Context: an optimization exercise on an open-source flow, tuned for small area. The choices shown serve that exercise and are no tape-out recipe.
RTL that was checked went through simulation tests only; none was proved equivalent to the original.
Power is estimated from default activity; no workload was simulated.

==> inputs of 08-02 <==
==> flow/design.v (excerpt) <==
module mc_spe (
    input  wire        clk,
    input  wire        rst,
    input  wire        tick,
    input  wire [1:0]  cfg_label,
    input  wire        cfg_in4,
    input  wire        cfg_out4,
    input  wire        rx_valid,
    input  wire [7:0]  rx_data,
    output wire        tx_valid,
    output wire [7:0]  tx_data,
    input  wire        tx_fail,
    output wire        drain_req,
    input  wire        drain_done,
    input  wire        drain_ok,
    output wire        rts,
    output wire        dtr,
    output wire        dsr,
    output wire        st_valid,
    output wire [31:0] st_mem,
    output wire [31:0] st_route,
    output wire [3:0]  st_in,
    output wire [3:0]  st_out,
    output wire        st_power,
    input  wire        req_valid,
    input  wire [2:0]  req_len,
    input  wire [31:0] req_chars,
    output wire        req_accept,
    output wire        log_valid,
    output wire [2:0]  log_code,
    output wire        err_write,
    output wire        err_drain,
    output wire        err_qfull,
    output wire        cfg_fault
);
clock: 10.0 ns
lec_check: 0
cap_margin: 20
core_margin: 2
core_utilization: 60
cts_buf_list: sky130_fd_sc_hd__clkbuf_8
cts_cluster_diameter: 60
cts_cluster_size: 16
place_density: 0.7
slew_margin: 20
standard.sh (not shown) runs the stock make flow with config.mk's settings and CLKGATE_MAP_FILE= SYNTH_SCRIPT=/design/flow/synth_recipe.tcl, a recipe that flattens the netlist after the stock synthesis.
==> flow/flow/run.sh <==
#!/bin/bash
# The standard layout (standard synthesis unchanged), with:
#  - the port buffers made from the smallest buffer cell,
#  - the logic between registers remapped for area after floorplan
#    (restructure.tcl), then logic cells given their smallest drive strength
#    (downsize.tcl); placement and the timing repairs size up where needed,
#  - clock tree synthesis with clkbuf_8 clusters and no dummy loads.
set -euo pipefail
export FLOW_WORK=$PWD
python3 flow/mark_dont_use.py "$FLOW_HOME/platforms/sky130hd/lib/sky130_fd_sc_hd__tt_025C_1v80.lib" dont_use.lib > mark_dont_use.log 2>&1
bash standard.sh \
  "BUFFER_PORTS_ARGS=-buffer_cell sky130_fd_sc_hd__buf_1" \
  "CTS_ARGS=-sink_clustering_enable -repair_clock_nets -sink_clustering_size 20 -sink_clustering_max_diameter 70 -buf_list sky130_fd_sc_hd__clkbuf_8 -dont_use_dummy_load" \
  "POST_FLOORPLAN_TCL=$PWD/flow/restructure.tcl" \
  finish > standard_flow.log 2>&1
==> flow/flow/downsize.tcl <==
# After floorplan: give every logic cell that synthesis sized up the
# smallest-area cell of the same function (same name but drive strength).
# Placement's repair_design and the later timing repair size cells up again
# where slew, capacitance or timing need it.
set db [ord::get_db]
set block [ord::get_db_block]
set n 0
foreach inst [$block getInsts] {
  set master [$inst getMaster]
  set name [$master getName]
  if { ![regexp {^sky130_fd_sc_hd__([a-z0-9]+)_([0-9]+)$} $name -> base drv] } { continue }
  # registers keep their cells; buffers and inverters are left to the resizer
  if { [regexp {^(df|edf|sdf|dl|buf|clk|inv|conb|tap|fill|decap)} $base] } { continue }
  set best $master
  set best_area [expr { [$master getWidth] * [$master getHeight] }]
  foreach d {0 1 2 4 6 8 12 16} {
    set m [$db findMaster "sky130_fd_sc_hd__${base}_${d}"]
    if { $m eq "NULL" || $m eq "" } { continue }
    set a [expr { [$m getWidth] * [$m getHeight] }]
    if { $a < $best_area } { set best $m; set best_area $a }
  }
  if { $best ne $master } {
    $inst swapMaster $best
    incr n
  }
}
puts "downsize: $n cells given a smaller drive strength"
==> flow/flow/mark_dont_use.py <==
# Copy the platform library, marking dont_use the cells the platform's
# DONT_USE_CELLS lists (the probe and lpflow cells).
import re, sys
src, dst = sys.argv[1], sys.argv[2]
txt = open(src).read()
pat = re.compile(r'(cell\s*\(\s*"?(sky130_fd_sc_hd__(?:probe\w*|lpflow_\w+))"?\s*\)\s*\{)')
txt, n = pat.subn(lambda m: m.group(1) + '\n        dont_use : true;', txt)
open(dst, 'w').write(txt)
print(f"marked {n} cells dont_use")
==> flow/flow/restructure.tcl <==
# After floorplan: remap the logic between the registers for area with
# OpenROAD's restructure (ABC), using a copy of the platform library in which
# the cells on DONT_USE_CELLS are marked dont_use.  Registers are untouched.
set tielo [lindex $::env(TIELO_CELL_AND_PORT) 0]
set tielo_port [get_name [get_property [lindex [get_lib_cell $tielo] 0] library]]/$tielo/[lindex $::env(TIELO_CELL_AND_PORT) 1]
set tiehi [lindex $::env(TIEHI_CELL_AND_PORT) 0]
set tiehi_port [get_name [get_property [lindex [get_lib_cell $tiehi] 0] library]]/$tiehi/[lindex $::env(TIEHI_CELL_AND_PORT) 1]
report_design_area
file mkdir $::env(RESULTS_DIR)/restructure
# a second pass finds a little more
foreach pass {1 2} {
  restructure -liberty_file $::env(FLOW_WORK)/dont_use.lib -target area \
    -tiehi_port $tiehi_port -tielo_port $tielo_port \
    -work_dir $::env(RESULTS_DIR)/restructure \
    -abc_logfile $::env(RESULTS_DIR)/restructure/abc_$pass.log
  report_design_area
}
source $::env(FLOW_WORK)/flow/downsize.tcl
report_design_area
==> 08-12 (differences from 08-02) <==
--- a/flow/design.v
+++ b/flow/design.v
@@ -71,20 +71,20 @@
     reg [7:0] sh_flags;
     reg       sh_power;
     always @(posedge clk) begin
         if (rx_wr) begin
             case (rx_cnt)
-                4'd0: sh_mem0  <= ~rx_pn;
-                4'd1: sh_mem1  <= ~rx_pn;
-                4'd2: sh_mem2  <= ~rx_pnm;
-                4'd3: sh_mem3  <= ~rx_pnm;
-                4'd4: sh_rte0  <= ~rx_pn;
-                4'd5: sh_rte1  <= ~rx_pn;
-                4'd6: sh_rte2  <= ~rx_pnm;
-                4'd7: sh_rte3  <= ~rx_pnm;
-                4'd8: sh_flags <= ~{rx_data[7:4], out4_q ? rx_data[3:0] : 4'd0};
-                4'd9: sh_power <= (rx_data == 8'd0);
+                4'd0: sh_mem0  <= rx_pn;
+                4'd1: sh_mem1  <= rx_pn;
+                4'd2: sh_mem2  <= rx_pnm;
+                4'd3: sh_mem3  <= rx_pnm;
+                4'd4: sh_rte0  <= rx_pn;
+                4'd5: sh_rte1  <= rx_pn;
+                4'd6: sh_rte2  <= rx_pnm;
+                4'd7: sh_rte3  <= rx_pnm;
+                4'd8: sh_flags <= {rx_data[7:4], out4_q ? rx_data[3:0] : 4'd0};
+                4'd9: sh_power <= (rx_data != 8'd0);
                 default: ;
             endcase
         end
     end
     reg        st_valid_q;
@@ -99,15 +99,15 @@
             st_in_q    <= 4'd0;
             st_out_q   <= 4'd0;
             st_power_q <= 1'b0;
         end else if (install) begin
             st_valid_q <= 1'b1;
-            st_mem_q   <= ~{sh_mem3, sh_mem2, sh_mem1, sh_mem0};
-            st_route_q <= ~{sh_rte3, sh_rte2, sh_rte1, sh_rte0};
-            st_in_q    <= ~{sh_flags[4], sh_flags[5], sh_flags[6], sh_flags[7]};
-            st_out_q   <= ~{sh_flags[0], sh_flags[1], sh_flags[2], sh_flags[3]};
-            st_power_q <= !sh_power;
+            st_mem_q   <= {sh_mem3, sh_mem2, sh_mem1, sh_mem0};
+            st_route_q <= {sh_rte3, sh_rte2, sh_rte1, sh_rte0};
+            st_in_q    <= {sh_flags[4], sh_flags[5], sh_flags[6], sh_flags[7]};
+            st_out_q   <= {sh_flags[0], sh_flags[1], sh_flags[2], sh_flags[3]};
+            st_power_q <= sh_power;
         end
     end
     assign st_valid = st_valid_q;
     assign st_mem   = st_mem_q;
     assign st_route = st_route_q;
@@ -140,19 +140,19 @@
         end
     endgenerate
     wire [1:0] q_tail = q_head + q_count[1:0];
     always @(posedge clk) begin
         if (push)
-            q_ent[q_tail] <= ~new_ent;
+            q_ent[q_tail] <= new_ent;
     end
     wire [3:0] s_nz [0:3];
     wire [3:0] s_has;
     genvar s;
     generate
         for (s = 0; s < 4; s = s + 1) begin : g_slot
             for (j = 0; j < 4; j = j + 1) begin : g_nz
-                assign s_nz[s][j] = (q_ent[s][4*j +: 4] != 4'hF);
+                assign s_nz[s][j] = (q_ent[s][4*j +: 4] != 4'd0);
             end
             assign s_has[s] = (s_nz[s] != 4'd0);
         end
     endgenerate
     wire new_has = (new_nz != 4'd0);
@@ -223,11 +223,11 @@
             end else begin
                 pre <= pre + 6'd1;
             end
         end
         if (load) begin
-            cur <= ~q_ent[q_prev];
+            cur <= q_ent[q_prev];
             idx <= 2'd0;
         end else if (shift) begin
             cur <= {4'd0, cur[15:4]};
             idx <= idx + 2'd1;
         end
==> flow/flow/run.sh (replaced) <==
#!/bin/bash
# The standard layout (standard synthesis unchanged), with the port buffers
# made from the smallest buffer cell instead of the one the resizer picks.
set -euo pipefail
bash standard.sh \
  "BUFFER_PORTS_ARGS=-buffer_cell sky130_fd_sc_hd__buf_1" \
  finish > standard_flow.log 2>&1
Settings changed: CTS_BUF_LIST sky130_fd_sc_hd__clkbuf_8 to sky130_fd_sc_hd__clkbuf_16, CTS_CLUSTER_DIAMETER 60 to 70, CTS_CLUSTER_SIZE 16 to 22.
removed: flow/flow/downsize.tcl
removed: flow/flow/mark_dont_use.py
removed: flow/flow/restructure.tcl
==> 07-06 (differences from 08-02) <==
--- a/flow/flow/run.sh
+++ b/flow/flow/run.sh
@@ -8,8 +8,8 @@
 set -euo pipefail
 export FLOW_WORK=$PWD
 python3 flow/mark_dont_use.py "$FLOW_HOME/platforms/sky130hd/lib/sky130_fd_sc_hd__tt_025C_1v80.lib" dont_use.lib > mark_dont_use.log 2>&1
 bash standard.sh \
   "BUFFER_PORTS_ARGS=-buffer_cell sky130_fd_sc_hd__buf_1" \
-  "CTS_ARGS=-sink_clustering_enable -repair_clock_nets -sink_clustering_size 20 -sink_clustering_max_diameter 70 -buf_list sky130_fd_sc_hd__clkbuf_8 -dont_use_dummy_load" \
+  "CTS_ARGS=-sink_clustering_enable -repair_clock_nets -sink_clustering_size 16 -sink_clustering_max_diameter 60 -buf_list sky130_fd_sc_hd__clkbuf_8 -dont_use_dummy_load" \
   "POST_FLOORPLAN_TCL=$PWD/flow/restructure.tcl" \
   finish > standard_flow.log 2>&1
==> 11-10 (differences from 08-02) <==
--- a/flow/flow/run.sh
+++ b/flow/flow/run.sh
@@ -8,8 +8,8 @@
 set -euo pipefail
 export FLOW_WORK=$PWD
 python3 flow/mark_dont_use.py "$FLOW_HOME/platforms/sky130hd/lib/sky130_fd_sc_hd__tt_025C_1v80.lib" dont_use.lib > mark_dont_use.log 2>&1
 bash standard.sh \
   "BUFFER_PORTS_ARGS=-buffer_cell sky130_fd_sc_hd__buf_1" \
-  "CTS_ARGS=-sink_clustering_enable -repair_clock_nets -sink_clustering_size 20 -sink_clustering_max_diameter 70 -buf_list sky130_fd_sc_hd__clkbuf_8 -dont_use_dummy_load" \
+  "CTS_ARGS=-sink_clustering_enable -repair_clock_nets -sink_clustering_size 18 -sink_clustering_max_diameter 65 -buf_list sky130_fd_sc_hd__clkbuf_8 -dont_use_dummy_load" \
   "POST_FLOORPLAN_TCL=$PWD/flow/restructure.tcl" \
   finish > standard_flow.log 2>&1
==> flow/flow/restructure.tcl (replaced) <==
# After floorplan: remap the logic between the registers for area with
# OpenROAD's restructure (ABC), using a copy of the platform library in which
# the cells on DONT_USE_CELLS are marked dont_use.  Registers are untouched.
set tielo [lindex $::env(TIELO_CELL_AND_PORT) 0]
set tielo_port [get_name [get_property [lindex [get_lib_cell $tielo] 0] library]]/$tielo/[lindex $::env(TIELO_CELL_AND_PORT) 1]
set tiehi [lindex $::env(TIEHI_CELL_AND_PORT) 0]
set tiehi_port [get_name [get_property [lindex [get_lib_cell $tiehi] 0] library]]/$tiehi/[lindex $::env(TIEHI_CELL_AND_PORT) 1]
report_design_area
file mkdir $::env(RESULTS_DIR)/restructure
restructure -liberty_file $::env(FLOW_WORK)/dont_use.lib -target area \
  -tiehi_port $tiehi_port -tielo_port $tielo_port \
  -work_dir $::env(RESULTS_DIR)/restructure \
  -abc_logfile $::env(RESULTS_DIR)/restructure/abc.log
report_design_area
source $::env(FLOW_WORK)/flow/downsize.tcl
report_design_area
==> results.txt <==
|  | 11-10 | 08-12 | 07-06 | 08-02 |
|---|---|---|---|---|
| Outcome | finished clean | finished clean | finished clean | finished clean |
| Syn_area_per_cell | 12.7 um2 | 12.1 um2 | 12.7 um2 | 12.7 um2 |
| Weighted congestion at the end of routability-driven global placement | 0.821 | 0.849 | 0.850 | 0.850 |
| Post-synthesis sequential area ratio | 0.651 | 0.643 | 0.651 | 0.651 |
| Worst min-delay path endpoint | st_route_q[31]$_SDFFE_PP0P_ | err_drain_q$_SDFFE_PP0P_ | st_route_q[16]$_SDFFE_PP0P_ | st_mem_q[26]$_SDFFE_PP0P_ |
| Final worst-path setup slack | 4.17 ns | 4.03 ns | 4.16 ns | 4.19 ns |
| Pwr Density | 159 mW/mm2 | 167 mW/mm2 | 160 mW/mm2 | 158 mW/mm2 |
| Post-synth design cell area | 0.0104 mm2 | 0.0106 mm2 | 0.0104 mm2 | 0.0104 mm2 |
| Reg-to-reg critical path endpoint | q_count[2]$_SDFF_PP0_ | q_count[2]$_SDFF_PP0_ | q_count[1]$_SDFF_PP0_ | q_count[1]$_SDFF_PP0_ |
| Vias in the first global route | 6196 | 6430 | 6229 | 6183 |
| Number of signal-net buffers in the layout | 157 | 157 | 156 | 156 |
| Setup slack of the most critical reg-to-reg path | 6.19 ns | 6.44 ns | 6.12 ns | 6.01 ns |
| Placed Area | 0.0105 mm2 | 0.0113 mm2 | 0.0105 mm2 | 0.0105 mm2 |
| Buf+Inv Stages, Crit Path | 2 | 4 | 2 | 2 |
| Synth-to-layout area growth | 2.90% | 11.6% | 3.28% | 2.89% |
| Combinational gate power | 84.6 uW | 120 uW | 83.3 uW | 83.1 uW |
| Register-to-Register Path Depth | 10 | 11 | 9 | 9 |

* * *

==> inputs of run a <==
==> flow/design.v <==
module mc_spe (
    input  wire        clk,
    input  wire        rst,
    input  wire        tick,
    input  wire [1:0]  cfg_label,
    input  wire        cfg_in4,
    input  wire        cfg_out4,
    input  wire        rx_valid,
    input  wire [7:0]  rx_data,
    output wire        tx_valid,
    output wire [7:0]  tx_data,
    input  wire        tx_fail,
    output wire        drain_req,
    input  wire        drain_done,
    input  wire        drain_ok,
    output wire        rts,
    output wire        dtr,
    output wire        dsr,
    output wire        st_valid,
    output wire [31:0] st_mem,
    output wire [31:0] st_route,
    output wire [3:0]  st_in,
    output wire [3:0]  st_out,
    output wire        st_power,
    input  wire        req_valid,
    input  wire [2:0]  req_len,
    input  wire [31:0] req_chars,
    output wire        req_accept,
    output wire        log_valid,
    output wire [2:0]  log_code,
    output wire        err_write,
    output wire        err_drain,
    output wire        err_qfull,
    output wire        cfg_fault
);
    reg top_q;       
    reg out4_q;
    reg fault_q;
    reg pend_q;      
    wire label_ok = cfg_label[1] ^ cfg_label[0];
    always @(posedge clk) begin
        if (rst) begin
            top_q   <= cfg_label[1];
            out4_q  <= cfg_out4;
            fault_q <= !label_ok;
        end
        pend_q <= rst && !label_ok;
    end
    wire active = !fault_q && !rst;
    reg  [3:0] rx_cnt;
    wire rx_en     = rx_valid && active;
    wire rx_marker = (rx_data == {6'b011000, top_q, !top_q});
    wire install   = rx_en && rx_marker && (rx_cnt == 4'd13);
    wire rx_wr     = rx_en && !rx_marker;
    always @(posedge clk) begin
        if (rst)
            rx_cnt <= 4'd15;
        else if (rx_en) begin
            if (rx_marker)
                rx_cnt <= 4'd0;
            else if (rx_cnt != 4'd15)
                rx_cnt <= rx_cnt + 4'd1;
        end
    end
    wire       rx_hi0 = (rx_data[7:4] == 4'd0);
    wire [7:0] rx_pn  = (rx_hi0 && rx_data[3:0] == 4'd8) ? 8'd4 :
                        (rx_hi0 && rx_data[3:0] == 4'd4) ? 8'd3 : rx_data;
    wire [7:0] rx_pnm = out4_q ? rx_pn : 8'd0;
    reg [7:0] sh_mem0, sh_mem1, sh_mem2, sh_mem3;
    reg [7:0] sh_rte0, sh_rte1, sh_rte2, sh_rte3;
    reg [7:0] sh_flags;
    reg       sh_power;
    always @(posedge clk) begin
        if (rx_wr) begin
            case (rx_cnt)
                4'd0: sh_mem0  <= rx_pn;
                4'd1: sh_mem1  <= rx_pn;
                4'd2: sh_mem2  <= rx_pnm;
                4'd3: sh_mem3  <= rx_pnm;
                4'd4: sh_rte0  <= rx_pn;
                4'd5: sh_rte1  <= rx_pn;
                4'd6: sh_rte2  <= rx_pnm;
                4'd7: sh_rte3  <= rx_pnm;
                4'd8: sh_flags <= {rx_data[7:4], out4_q ? rx_data[3:0] : 4'd0};
                4'd9: sh_power <= (rx_data != 8'd0);
                default: ;
            endcase
        end
    end
    reg        st_valid_q;
    reg [31:0] st_mem_q, st_route_q;
    reg [3:0]  st_in_q, st_out_q;
    reg        st_power_q;
    always @(posedge clk) begin
        if (rst) begin
            st_valid_q <= 1'b0;
            st_mem_q   <= 32'd0;
            st_route_q <= 32'd0;
            st_in_q    <= 4'd0;
            st_out_q   <= 4'd0;
            st_power_q <= 1'b0;
        end else if (install) begin
            st_valid_q <= 1'b1;
            st_mem_q   <= {sh_mem3, sh_mem2, sh_mem1, sh_mem0};
            st_route_q <= {sh_rte3, sh_rte2, sh_rte1, sh_rte0};
            st_in_q    <= {sh_flags[4], sh_flags[5], sh_flags[6], sh_flags[7]};
            st_out_q   <= {sh_flags[0], sh_flags[1], sh_flags[2], sh_flags[3]};
            st_power_q <= sh_power;
        end
    end
    assign st_valid = st_valid_q;
    assign st_mem   = st_mem_q;
    assign st_route = st_route_q;
    assign st_in    = st_in_q;
    assign st_out   = st_out_q;
    assign st_power = st_power_q;
    reg  [15:0] q_ent [0:3];
    reg  [1:0]  q_head;
    reg  [2:0]  q_count;
    wire q_full    = q_count[2];
    wire len_ok    = !(req_len[2] && (req_len[1] || req_len[0]));
    wire req_legal = req_valid && active && len_ok;
    wire push      = req_legal && !q_full;
    wire qfull_err = req_legal && q_full;
    assign req_accept = push;
    wire [3:0] in_len = {req_len[2],
                         req_len[2] || (req_len[1] && req_len[0]),
                         req_len[2] || req_len[1],
                         req_len != 3'd0};
    wire [15:0] new_ent;
    wire [3:0]  new_nz;
    genvar j;
    generate
        for (j = 0; j < 4; j = j + 1) begin : g_enc
            wire [7:0] c = req_chars[8*j +: 8];
            wire dig = in_len[j] && (c[7:4] == 4'h3) && (c[3:0] != 4'd0) &&
                       !(c[3] && (c[2] || c[1]));
            assign new_ent[4*j +: 4] = dig ? c[3:0] : 4'd0;
            assign new_nz[j] = dig;
        end
    endgenerate
    wire [1:0] q_tail = q_head + q_count[1:0];
    always @(posedge clk) begin
        if (push)
            q_ent[q_tail] <= new_ent;
    end
    wire [3:0] s_nz [0:3];
    wire [3:0] s_has;
    genvar s;
    generate
        for (s = 0; s < 4; s = s + 1) begin : g_slot
            for (j = 0; j < 4; j = j + 1) begin : g_nz
                assign s_nz[s][j] = (q_ent[s][4*j +: 4] != 4'd0);
            end
            assign s_has[s] = (s_nz[s] != 4'd0);
        end
    endgenerate
    wire new_has = (new_nz != 4'd0);
    wire [3:0] v_has;
    genvar k;
    generate
        for (k = 0; k < 4; k = k + 1) begin : g_view
            wire [1:0] slot = q_head + k;
            assign v_has[k] = (k < q_count) ? s_has[slot] :
                              (k == q_count) ? (push && new_has) : 1'b0;
        end
    endgenerate
    wire [1:0] pick    = v_has[0] ? 2'd0 : v_has[1] ? 2'd1 : v_has[2] ? 2'd2 : 2'd3;
    wire       pick_ok = (v_has != 4'd0);
    wire       pick_st = ({1'b0, pick} < q_count);
    wire [1:0] pick_slot = q_head + pick;
    wire [15:0] pick_ent = pick_st ? q_ent[pick_slot] : new_ent;
    wire [3:0]  pick_nz  = pick_st ? s_nz[pick_slot]  : new_nz;
    wire [1:0]  pick_idx = pick_nz[0] ? 2'd0 : pick_nz[1] ? 2'd1 : pick_nz[2] ? 2'd2 : 2'd3;
    wire [2:0]  v_count  = q_count + {2'd0, push};
    reg         busy;
    reg  [5:0]  pre;
    reg  [3:0]  ph;
    reg  [1:0]  idx;
    reg  [15:0] cur;
    reg         dd_q, dok_q;
    reg         err_write_q, err_drain_q, err_qfull_q;
    reg         log_valid_q;
    reg  [1:0]  log_c;
    wire seq_tick = tick && active;
    wire pre_end  = (pre == 6'd49);
    wire waiting  = (ph == 4'd15);
    wire drain_seen = dd_q || drain_done;
    wire drain_good = drain_done ? drain_ok : dok_q;
    wire step_end = seq_tick && busy && waiting && drain_seen;
    wire advance  = seq_tick && (!busy || (waiting && drain_seen));
    wire [3:0] cur_nz;
    wire [3:0] rem;
    generate
        for (j = 0; j < 4; j = j + 1) begin : g_cur
            assign cur_nz[j] = (cur[4*j +: 4] != 4'd0);
            assign rem[j]    = cur_nz[j] && (j > idx);
        end
    endgenerate
    wire       cont     = (rem != 4'd0);
    wire [1:0] cur_next = rem[1] ? 2'd1 : rem[2] ? 2'd2 : 2'd3;
    wire       take     = advance && !(step_end && cont);
    wire       start    = advance && ((step_end && cont) || pick_ok);
    wire [2:0] pop_n = take ? (pick_ok ? {1'b0, pick} + 3'd1 : v_count) : 3'd0;
    always @(posedge clk) begin
        if (rst) begin
            q_head  <= 2'd0;
            q_count <= 3'd0;
        end else begin
            q_head  <= q_head + pop_n[1:0];
            q_count <= v_count - pop_n;
        end
    end
    wire emit = seq_tick && busy && pre_end;
    assign tx_valid  = emit && ph[3] && (ph[2] ? (ph[1:0] == 2'd0) : (ph[1:0] != 2'd0));
    assign drain_req = emit && (ph == 4'd14);
    wire [3:0] dgt = cur[4*idx +: 4];
    wire [4:0] cmd = {1'b0, idx, 2'b00} + {1'b0, dgt} - 5'd1;
    assign tx_data = (ph[1:0] == 2'd1) ? {3'b000, cmd} :
                     (ph[1:0] == 2'd2) ? {3'b111, ~cmd} :
                     (ph[1:0] == 2'd3) ? 8'hD5 : 8'h7B;
    always @(posedge clk) begin
        if (rst)
            busy <= 1'b0;
        else if (advance)
            busy <= start;
        if (advance) begin
            pre <= 6'd0;
            ph  <= 4'd0;
        end else if (seq_tick && busy && !waiting) begin
            if (pre_end) begin
                pre <= 6'd0;
                ph  <= ph + 4'd1;
            end else begin
                pre <= pre + 6'd1;
            end
        end
        if (advance && step_end && cont)
            idx <= cur_next;
        else if (take && pick_ok) begin
            idx <= pick_idx;
            cur <= pick_ent;
        end
        dd_q <= !drain_req && (drain_done || dd_q);
        if (drain_done)
            dok_q <= drain_ok;
    end
    wire write_err = tx_valid && tx_fail;
    wire drain_err = step_end && !drain_good;
    always @(posedge clk) begin
        if (rst) begin
            err_write_q <= 1'b0;
            err_drain_q <= 1'b0;
            err_qfull_q <= 1'b0;
            log_valid_q <= 1'b0;
        end else begin
            if (write_err) err_write_q <= 1'b1;
            if (drain_err) err_drain_q <= 1'b1;
            if (qfull_err) err_qfull_q <= 1'b1;
            log_valid_q <= pend_q || write_err || drain_err || qfull_err;
        end
        log_c <= {drain_err || (qfull_err && !write_err),
                  write_err || (qfull_err && !drain_err)};
    end
    assign rts       = 1'b0;
    assign dtr       = !fault_q;
    assign dsr       = !fault_q;
    assign log_valid = log_valid_q;
    assign log_code  = {!(log_c[1] || log_c[0]), log_c};
    assign err_write = err_write_q;
    assign err_drain = err_drain_q;
    assign err_qfull = err_qfull_q;
    assign cfg_fault = fault_q;
endmodule
==> flow/run.sh <==
#!/bin/bash
# synth_recipe.tcl (not shown) runs the flow's synth.tcl, then flattens the netlist and writes it again
# the make line also repeats each setting of config.mk as NAME=value (left out here)
make -C /OpenROAD-flow-scripts/flow DESIGN_CONFIG=/design/flow/config.mk WORK_HOME=/design/flow/orfs CLKGATE_MAP_FILE= SYNTH_SCRIPT=/design/flow/synth_recipe.tcl finish
==> flow/config.mk <==
export PLATFORM = sky130hd
export DESIGN_NAME = mc_spe
export DESIGN_NICKNAME = mc_spe
export VERILOG_FILES = /design/flow/design.v
export SDC_FILE = /design/flow/constraint.sdc
export NUM_CORES = 4
export LEC_CHECK = 0
export CAP_MARGIN = 20
export CORE_MARGIN = 2
export CORE_UTILIZATION = 60
export CTS_BUF_LIST = sky130_fd_sc_hd__clkbuf_8
export CTS_CLUSTER_DIAMETER = 80
export CTS_CLUSTER_SIZE = 20
export PLACE_DENSITY = 0.7
export SLEW_MARGIN = 20
==> flow/constraint.sdc <==
create_clock -name core_clock -period 10.0 [get_ports {clk}]
set_input_delay 2.0000 -clock core_clock [delete_from_list [all_inputs] [get_ports {clk}]]
set_output_delay 2.0000 -clock core_clock [all_outputs]
set_load 0.01 [all_outputs]
==> inputs of run b, as changes to run a <==
==> flow/flow/run.sh (new file) <==
#!/bin/bash
# The standard layout (standard synthesis unchanged), with the port buffers
# made from the smallest buffer cell instead of the one the resizer picks.
set -euo pipefail
bash standard.sh \
  "BUFFER_PORTS_ARGS=-buffer_cell sky130_fd_sc_hd__buf_1" \
  finish > standard_flow.log 2>&1
==> flow/standard.sh (new file) <==
#!/bin/bash
# synth_recipe.tcl (not shown) runs the flow's synth.tcl, then flattens the netlist and writes it again
# the make line also repeats each setting of config.mk as NAME=value (left out here)
make -C /OpenROAD-flow-scripts/flow DESIGN_CONFIG=/design/flow/config.mk WORK_HOME=/design/flow/orfs CLKGATE_MAP_FILE= SYNTH_SCRIPT=/design/flow/synth_recipe.tcl "${@:-finish}"
CTS_BUF_LIST = unset   (was sky130_fd_sc_hd__clkbuf_8)
CTS_CLUSTER_DIAMETER = unset   (was 80)
CTS_CLUSTER_SIZE = unset   (was 20)
removed: flow/run.sh
==> inputs of run c, as changes to run a <==
==> flow/design.v, changed modules only <==
module mc_spe (
    input  wire        clk,
    input  wire        rst,
    input  wire        tick,
    input  wire [1:0]  cfg_label,
    input  wire        cfg_in4,
    input  wire        cfg_out4,
    input  wire        rx_valid,
    input  wire [7:0]  rx_data,
    output wire        tx_valid,
    output wire [7:0]  tx_data,
    input  wire        tx_fail,
    output wire        drain_req,
    input  wire        drain_done,
    input  wire        drain_ok,
    output wire        rts,
    output wire        dtr,
    output wire        dsr,
    output wire        st_valid,
    output wire [31:0] st_mem,
    output wire [31:0] st_route,
    output wire [3:0]  st_in,
    output wire [3:0]  st_out,
    output wire        st_power,
    input  wire        req_valid,
    input  wire [2:0]  req_len,
    input  wire [31:0] req_chars,
    output wire        req_accept,
    output wire        log_valid,
    output wire [2:0]  log_code,
    output wire        err_write,
    output wire        err_drain,
    output wire        err_qfull,
    output wire        cfg_fault
);
    reg top_q;       
    reg out4_q;
    reg fault_q;
    reg pend_q;      
    wire label_ok = cfg_label[1] ^ cfg_label[0];
    always @(posedge clk) begin
        if (rst) begin
            top_q   <= cfg_label[1];
            out4_q  <= cfg_out4;
            fault_q <= !label_ok;
        end
        pend_q <= rst && !label_ok;
    end
    wire active = !fault_q && !rst;
    reg  [3:0] rx_cnt;
    wire rx_en     = rx_valid && active;
    wire rx_marker = (rx_data == {6'b011000, top_q, !top_q});
    wire install   = rx_en && rx_marker && (rx_cnt == 4'd13);
    wire rx_wr     = rx_en && !rx_marker;
    always @(posedge clk) begin
        if (rst)
            rx_cnt <= 4'd15;
        else if (rx_en) begin
            if (rx_marker)
                rx_cnt <= 4'd0;
            else if (rx_cnt != 4'd15)
                rx_cnt <= rx_cnt + 4'd1;
        end
    end
    wire       rx_hi0 = (rx_data[7:4] == 4'd0);
    wire [7:0] rx_pn  = (rx_hi0 && rx_data[3:0] == 4'd8) ? 8'd4 :
                        (rx_hi0 && rx_data[3:0] == 4'd4) ? 8'd3 : rx_data;
    wire [7:0] rx_pnm = out4_q ? rx_pn : 8'd0;
    reg [7:0] sh_mem0, sh_mem1, sh_mem2, sh_mem3;
    reg [7:0] sh_rte0, sh_rte1, sh_rte2, sh_rte3;
    reg [7:0] sh_flags;
    reg       sh_power;
    always @(posedge clk) begin
        if (rx_wr) begin
            case (rx_cnt)
                4'd0: sh_mem0  <= ~rx_pn;
                4'd1: sh_mem1  <= ~rx_pn;
                4'd2: sh_mem2  <= ~rx_pnm;
                4'd3: sh_mem3  <= ~rx_pnm;
                4'd4: sh_rte0  <= ~rx_pn;
                4'd5: sh_rte1  <= ~rx_pn;
                4'd6: sh_rte2  <= ~rx_pnm;
                4'd7: sh_rte3  <= ~rx_pnm;
                4'd8: sh_flags <= ~{rx_data[7:4], out4_q ? rx_data[3:0] : 4'd0};
                4'd9: sh_power <= (rx_data == 8'd0);
                default: ;
            endcase
        end
    end
    reg        st_valid_q;
    reg [31:0] st_mem_q, st_route_q;
    reg [3:0]  st_in_q, st_out_q;
    reg        st_power_q;
    always @(posedge clk) begin
        if (rst) begin
            st_valid_q <= 1'b0;
            st_mem_q   <= 32'd0;
            st_route_q <= 32'd0;
            st_in_q    <= 4'd0;
            st_out_q   <= 4'd0;
            st_power_q <= 1'b0;
        end else if (install) begin
            st_valid_q <= 1'b1;
            st_mem_q   <= ~{sh_mem3, sh_mem2, sh_mem1, sh_mem0};
            st_route_q <= ~{sh_rte3, sh_rte2, sh_rte1, sh_rte0};
            st_in_q    <= ~{sh_flags[4], sh_flags[5], sh_flags[6], sh_flags[7]};
            st_out_q   <= ~{sh_flags[0], sh_flags[1], sh_flags[2], sh_flags[3]};
            st_power_q <= !sh_power;
        end
    end
    assign st_valid = st_valid_q;
    assign st_mem   = st_mem_q;
    assign st_route = st_route_q;
    assign st_in    = st_in_q;
    assign st_out   = st_out_q;
    assign st_power = st_power_q;
    reg  [15:0] q_ent [0:3];
    reg  [1:0]  q_head;
    reg  [2:0]  q_count;
    wire q_full    = q_count[2];
    wire len_ok    = !(req_len[2] && (req_len[1] || req_len[0]));
    wire req_legal = req_valid && active && len_ok;
    wire push      = req_legal && !q_full;
    wire qfull_err = req_legal && q_full;
    assign req_accept = push;
    wire [3:0] in_len = {req_len[2],
                         req_len[2] || (req_len[1] && req_len[0]),
                         req_len[2] || req_len[1],
                         req_len != 3'd0};
    wire [15:0] new_ent;
    wire [3:0]  new_nz;
    genvar j;
    generate
        for (j = 0; j < 4; j = j + 1) begin : g_enc
            wire [7:0] c = req_chars[8*j +: 8];
            wire dig = in_len[j] && (c[7:4] == 4'h3) && (c[3:0] != 4'd0) &&
                       !(c[3] && (c[2] || c[1]));
            assign new_ent[4*j +: 4] = dig ? c[3:0] : 4'd0;
            assign new_nz[j] = dig;
        end
    endgenerate
    wire [1:0] q_tail = q_head + q_count[1:0];
    always @(posedge clk) begin
        if (push)
            q_ent[q_tail] <= ~new_ent;
    end
    wire [3:0] s_nz [0:3];
    wire [3:0] s_has;
    genvar s;
    generate
        for (s = 0; s < 4; s = s + 1) begin : g_slot
            for (j = 0; j < 4; j = j + 1) begin : g_nz
                assign s_nz[s][j] = (q_ent[s][4*j +: 4] != 4'hF);
            end
            assign s_has[s] = (s_nz[s] != 4'd0);
        end
    endgenerate
    wire new_has = (new_nz != 4'd0);
    wire [3:0] v_has;
    genvar k;
    generate
        for (k = 0; k < 4; k = k + 1) begin : g_view
            wire [1:0] slot = q_head + k;
            assign v_has[k] = (k < q_count) ? s_has[slot] :
                              (k == q_count) ? (push && new_has) : 1'b0;
        end
    endgenerate
    wire [1:0] pick    = v_has[0] ? 2'd0 : v_has[1] ? 2'd1 : v_has[2] ? 2'd2 : 2'd3;
    wire       pick_ok = (v_has != 4'd0);
    wire [2:0]  v_count  = q_count + {2'd0, push};
    reg         busy;
    reg         load;
    reg  [5:0]  pre;
    reg  [3:0]  ph;
    reg  [1:0]  idx;
    reg  [15:0] cur;
    reg         dd_q, dok_q;
    reg         err_write_q, err_drain_q, err_qfull_q;
    reg         log_valid_q;
    reg  [1:0]  log_c;
    wire seq_tick = tick && active;
    wire pre_end  = (pre == 6'd49);
    wire waiting  = (ph == 4'd15);
    wire drain_seen = dd_q || drain_done;
    wire drain_good = drain_done ? drain_ok : dok_q;
    wire step_end = seq_tick && busy && waiting && drain_seen;
    wire advance  = seq_tick && (!busy || (waiting && drain_seen));
    wire cont  = step_end && (cur[15:4] != 12'd0);
    wire take  = advance && !cont;
    wire shift = cont || (busy && !load && (cur[3:0] == 4'd0));
    always @(posedge clk) begin
        if (rst) begin
            q_head  <= 2'd0;
            q_count <= 3'd0;
        end else if (take) begin
            q_head  <= q_head + pick + 2'd1;
            q_count <= pick_ok ? v_count - {1'b0, pick} - 3'd1 : 3'd0;
        end else begin
            q_count <= v_count;
        end
    end
    wire [1:0] q_prev = q_head - 2'd1;
    wire emit = seq_tick && busy && pre_end;
    assign tx_valid  = emit && ph[3] && (ph[2] ? (ph[1:0] == 2'd0) : (ph[1:0] != 2'd0));
    assign drain_req = emit && (ph == 4'd14);
    wire [4:0] cmd = {1'b0, idx, 2'b00} + {1'b0, cur[3:0]} - 5'd1;
    assign tx_data = (ph[1:0] == 2'd1) ? {3'b000, cmd} :
                     (ph[1:0] == 2'd2) ? {3'b111, ~cmd} :
                     (ph[1:0] == 2'd3) ? 8'hD5 : 8'h7B;
    always @(posedge clk) begin
        if (rst)
            busy <= 1'b0;
        else if (advance)
            busy <= cont || pick_ok;
        load <= take && pick_ok;
        if (advance) begin
            pre <= 6'd0;
            ph  <= 4'd0;
        end else if (seq_tick && busy && !waiting) begin
            if (pre_end) begin
                pre <= 6'd0;
                ph  <= ph + 4'd1;
            end else begin
                pre <= pre + 6'd1;
            end
        end
        if (load) begin
            cur <= ~q_ent[q_prev];
            idx <= 2'd0;
        end else if (shift) begin
            cur <= {4'd0, cur[15:4]};
            idx <= idx + 2'd1;
        end
        dd_q <= !drain_req && (drain_done || dd_q);
        if (drain_done)
            dok_q <= drain_ok;
    end
    wire write_err = tx_valid && tx_fail;
    wire drain_err = step_end && !drain_good;
    always @(posedge clk) begin
        if (rst) begin
            err_write_q <= 1'b0;
            err_drain_q <= 1'b0;
            err_qfull_q <= 1'b0;
            log_valid_q <= 1'b0;
        end else begin
            if (write_err) err_write_q <= 1'b1;
            if (drain_err) err_drain_q <= 1'b1;
            if (qfull_err) err_qfull_q <= 1'b1;
            log_valid_q <= pend_q || write_err || drain_err || qfull_err;
        end
        log_c <= {drain_err || (qfull_err && !write_err),
                  write_err || (qfull_err && !drain_err)};
    end
    assign rts       = 1'b0;
    assign dtr       = !fault_q;
    assign dsr       = !fault_q;
    assign log_valid = log_valid_q;
    assign log_code  = {!(log_c[1] || log_c[0]), log_c};
    assign err_write = err_write_q;
    assign err_drain = err_drain_q;
    assign err_qfull = err_qfull_q;
    assign cfg_fault = fault_q;
endmodule
==> flow/flow/run.sh (new file) <==
#!/bin/bash
# The standard layout (standard synthesis unchanged), with the port buffers
# made from the smallest buffer cell instead of the one the resizer picks,
# clock tree synthesis without dummy loads, and logic cells that synthesis
# sized up given back their smallest drive strength after floorplan.
set -euo pipefail
bash standard.sh \
  "BUFFER_PORTS_ARGS=-buffer_cell sky130_fd_sc_hd__buf_1" \
  "CTS_ARGS=-sink_clustering_enable -repair_clock_nets -sink_clustering_size 16 -sink_clustering_max_diameter 60 -buf_list sky130_fd_sc_hd__clkbuf_8 -dont_use_dummy_load" \
  "POST_FLOORPLAN_TCL=$PWD/flow/downsize.tcl" \
  finish > standard_flow.log 2>&1
==> flow/flow/downsize.tcl (new file) <==
# After floorplan: give every logic cell that synthesis sized up the
# smallest-area cell of the same function (same name but drive strength).
# Placement's repair_design and the later timing repair size cells up again
# where slew, capacitance or timing need it.
set db [ord::get_db]
set block [ord::get_db_block]
set n 0
foreach inst [$block getInsts] {
  set master [$inst getMaster]
  set name [$master getName]
  if { ![regexp {^sky130_fd_sc_hd__([a-z0-9]+)_([0-9]+)$} $name -> base drv] } { continue }
  # registers keep their cells; buffers and inverters are left to the resizer
  if { [regexp {^(df|edf|sdf|dl|buf|clk|inv|conb|tap|fill|decap)} $base] } { continue }
  set best $master
  set best_area [expr { [$master getWidth] * [$master getHeight] }]
  foreach d {0 1 2 4 6 8 12 16} {
    set m [$db findMaster "sky130_fd_sc_hd__${base}_${d}"]
    if { $m eq "NULL" || $m eq "" } { continue }
    set a [expr { [$m getWidth] * [$m getHeight] }]
    if { $a < $best_area } { set best $m; set best_area $a }
  }
  if { $best ne $master } {
    $inst swapMaster $best
    incr n
  }
}
puts "downsize: $n cells given a smaller drive strength"
==> flow/standard.sh (new file) <==
#!/bin/bash
# synth_recipe.tcl (not shown) runs the flow's synth.tcl, then flattens the netlist and writes it again
# the make line also repeats each setting of config.mk as NAME=value (left out here)
make -C /OpenROAD-flow-scripts/flow DESIGN_CONFIG=/design/flow/config.mk WORK_HOME=/design/flow/orfs CLKGATE_MAP_FILE= SYNTH_SCRIPT=/design/flow/synth_recipe.tcl "${@:-finish}"
CTS_CLUSTER_DIAMETER = 60   (was 80)
CTS_CLUSTER_SIZE = 16   (was 20)
removed: flow/run.sh
==> inputs of run d, as changes to run a <==
--- a/flow/design.v
+++ b/flow/design.v
@@ -168,11 +168,7 @@
     wire [1:0] pick    = v_has[0] ? 2'd0 : v_has[1] ? 2'd1 : v_has[2] ? 2'd2 : 2'd3;
     wire       pick_ok = (v_has != 4'd0);
-    wire       pick_st = ({1'b0, pick} < q_count);
-    wire [1:0] pick_slot = q_head + pick;
-    wire [15:0] pick_ent = pick_st ? q_ent[pick_slot] : new_ent;
-    wire [3:0]  pick_nz  = pick_st ? s_nz[pick_slot]  : new_nz;
-    wire [1:0]  pick_idx = pick_nz[0] ? 2'd0 : pick_nz[1] ? 2'd1 : pick_nz[2] ? 2'd2 : 2'd3;
     wire [2:0]  v_count  = q_count + {2'd0, push};
     reg         busy;
+    reg         load;
     reg  [5:0]  pre;
     reg  [3:0]  ph;
@@ -190,31 +186,23 @@
     wire step_end = seq_tick && busy && waiting && drain_seen;
     wire advance  = seq_tick && (!busy || (waiting && drain_seen));
-    wire [3:0] cur_nz;
-    wire [3:0] rem;
-    generate
-        for (j = 0; j < 4; j = j + 1) begin : g_cur
-            assign cur_nz[j] = (cur[4*j +: 4] != 4'd0);
-            assign rem[j]    = cur_nz[j] && (j > idx);
-        end
-    endgenerate
-    wire       cont     = (rem != 4'd0);
-    wire [1:0] cur_next = rem[1] ? 2'd1 : rem[2] ? 2'd2 : 2'd3;
-    wire       take     = advance && !(step_end && cont);
-    wire       start    = advance && ((step_end && cont) || pick_ok);
-    wire [2:0] pop_n = take ? (pick_ok ? {1'b0, pick} + 3'd1 : v_count) : 3'd0;
+    wire cont  = step_end && (cur[15:4] != 12'd0);
+    wire take  = advance && !cont;
+    wire shift = cont || (busy && !load && (cur[3:0] == 4'd0));
     always @(posedge clk) begin
         if (rst) begin
             q_head  <= 2'd0;
             q_count <= 3'd0;
+        end else if (take) begin
+            q_head  <= q_head + pick + 2'd1;
+            q_count <= pick_ok ? v_count - {1'b0, pick} - 3'd1 : 3'd0;
         end else begin
-            q_head  <= q_head + pop_n[1:0];
-            q_count <= v_count - pop_n;
-        end
-    end
+            q_count <= v_count;
+        end
+    end
+    wire [1:0] q_prev = q_head - 2'd1;
     wire emit = seq_tick && busy && pre_end;
     assign tx_valid  = emit && ph[3] && (ph[2] ? (ph[1:0] == 2'd0) : (ph[1:0] != 2'd0));
     assign drain_req = emit && (ph == 4'd14);
-    wire [3:0] dgt = cur[4*idx +: 4];
-    wire [4:0] cmd = {1'b0, idx, 2'b00} + {1'b0, dgt} - 5'd1;
+    wire [4:0] cmd = {1'b0, idx, 2'b00} + {1'b0, cur[3:0]} - 5'd1;
     assign tx_data = (ph[1:0] == 2'd1) ? {3'b000, cmd} :
                      (ph[1:0] == 2'd2) ? {3'b111, ~cmd} :
@@ -224,5 +212,6 @@
             busy <= 1'b0;
         else if (advance)
-            busy <= start;
+            busy <= cont || pick_ok;
+        load <= take && pick_ok;
         if (advance) begin
             pre <= 6'd0;
@@ -236,9 +225,10 @@
             end
         end
-        if (advance && step_end && cont)
-            idx <= cur_next;
-        else if (take && pick_ok) begin
-            idx <= pick_idx;
-            cur <= pick_ent;
+        if (load) begin
+            cur <= q_ent[q_prev];
+            idx <= 2'd0;
+        end else if (shift) begin
+            cur <= {4'd0, cur[15:4]};
+            idx <= idx + 2'd1;
         end
         dd_q <= !drain_req && (drain_done || dd_q);
==> flow/flow/run.sh (new file) <==
#!/bin/bash
# The standard layout (standard synthesis unchanged), with the port buffers
# made from the smallest buffer cell instead of the one the resizer picks.
set -euo pipefail
bash standard.sh \
  "BUFFER_PORTS_ARGS=-buffer_cell sky130_fd_sc_hd__buf_1" \
  finish > standard_flow.log 2>&1
==> flow/standard.sh (new file) <==
#!/bin/bash
# synth_recipe.tcl (not shown) runs the flow's synth.tcl, then flattens the netlist and writes it again
# the make line also repeats each setting of config.mk as NAME=value (left out here)
make -C /OpenROAD-flow-scripts/flow DESIGN_CONFIG=/design/flow/config.mk WORK_HOME=/design/flow/orfs CLKGATE_MAP_FILE= SYNTH_SCRIPT=/design/flow/synth_recipe.tcl "${@:-finish}"
CTS_CLUSTER_DIAMETER = 50   (was 80)
CTS_CLUSTER_SIZE = 12   (was 20)
removed: flow/run.sh
==> qor summary <==
item	run d	run a	run b	run c
Area occupied by registers	6810 um2	6810 um2	6810 um2	6810 um2
Min Clock Period, post-route	5.99 ns	6.27 ns	6.21 ns	5.78 ns
Rows	48	49	49	48
Max-slew headroom	30.2%	39.9%	35.1%	33.9%
WP data required	8.00 ns	10.27 ns	10.26 ns	8.00 ns
Buffers plus inverters on the worst setup path	4	1	2	4
Maximum number of pins on one net before global-route repair	97	75	95	99
Num sequential	262	261	261	262
CTS Root Buffer Type	sky130_fd_sc_hd__clkbuf_8	sky130_fd_sc_hd__clkbuf_8	sky130_fd_sc_hd__clkbuf_16	sky130_fd_sc_hd__clkbuf_8
Wire length on met2	9910 um	12100 um	11600 um	10200 um
Highest Clock Rate	167 MHz	160 MHz	161 MHz	173 MHz
Total chip power	1.94 mW	2.29 mW	2.72 mW	1.77 mW
Mux contribution to synthesized area	5.27%	6.88%	6.88%	4.29%
Number of inserted filler cells in the final layout	1350	1329	1336	1355
Synth-to-layout area growth	11.6%	17.4%	14.0%	8.83%
Outcome	complete, no violations	complete, no violations	complete, no violations	complete, no violations
Final std cell area, no fill	11800 um2	13000 um2	12600 um2	11400 um2
Final HPWL from detailed placement	14700 um	16700 um	15900 um	15300 um
The RTL of run a and run b was laid out without a check of its function.

port drivers added, routing unchanged:
The results above use ideal ports. As a check the final layouts listed here were re-extracted and re-timed, cells and wires unchanged. Step 1 assumes that a clkbuf_16 drives the clock port and a buf_2 every other input. Step 2 moves the port delays by t, midway between the first and last clock arrival at a register: inputs arrive t later, outputs are due t later. That takes back most of the time a late clock gives input paths. Slacks: ideal ports / drivers / drivers and shift; pairs: ideal ports / drivers.
run	shift t [ns]	slack for setup (ns)	worst slew at a driven data input, ns
08-02	0.526	4.186 / 4.164 / 4.164	0.06
08-12	0.533	4.031 / 4.011 / 4.011	0.06
07-06	0.546	4.156 / 4.134 / 4.134	0.06
11-10	0.536	4.171 / 4.151 / 4.151	0.06
run a	0.555	3.733 / 3.753 / 3.197	0.07
run b	0.562	3.789 / 3.813 / 3.251	0.07
run c	0.542	4.216 / 4.196 / 4.196	0.06
run d	0.593	4.012 / 3.992 / 3.992	0.06
After both steps setup and hold are still met in every run listed. For run b, which loses most, drivers alone change the setup slack by +0.024 ns; drivers and shift together by -0.538 ns.
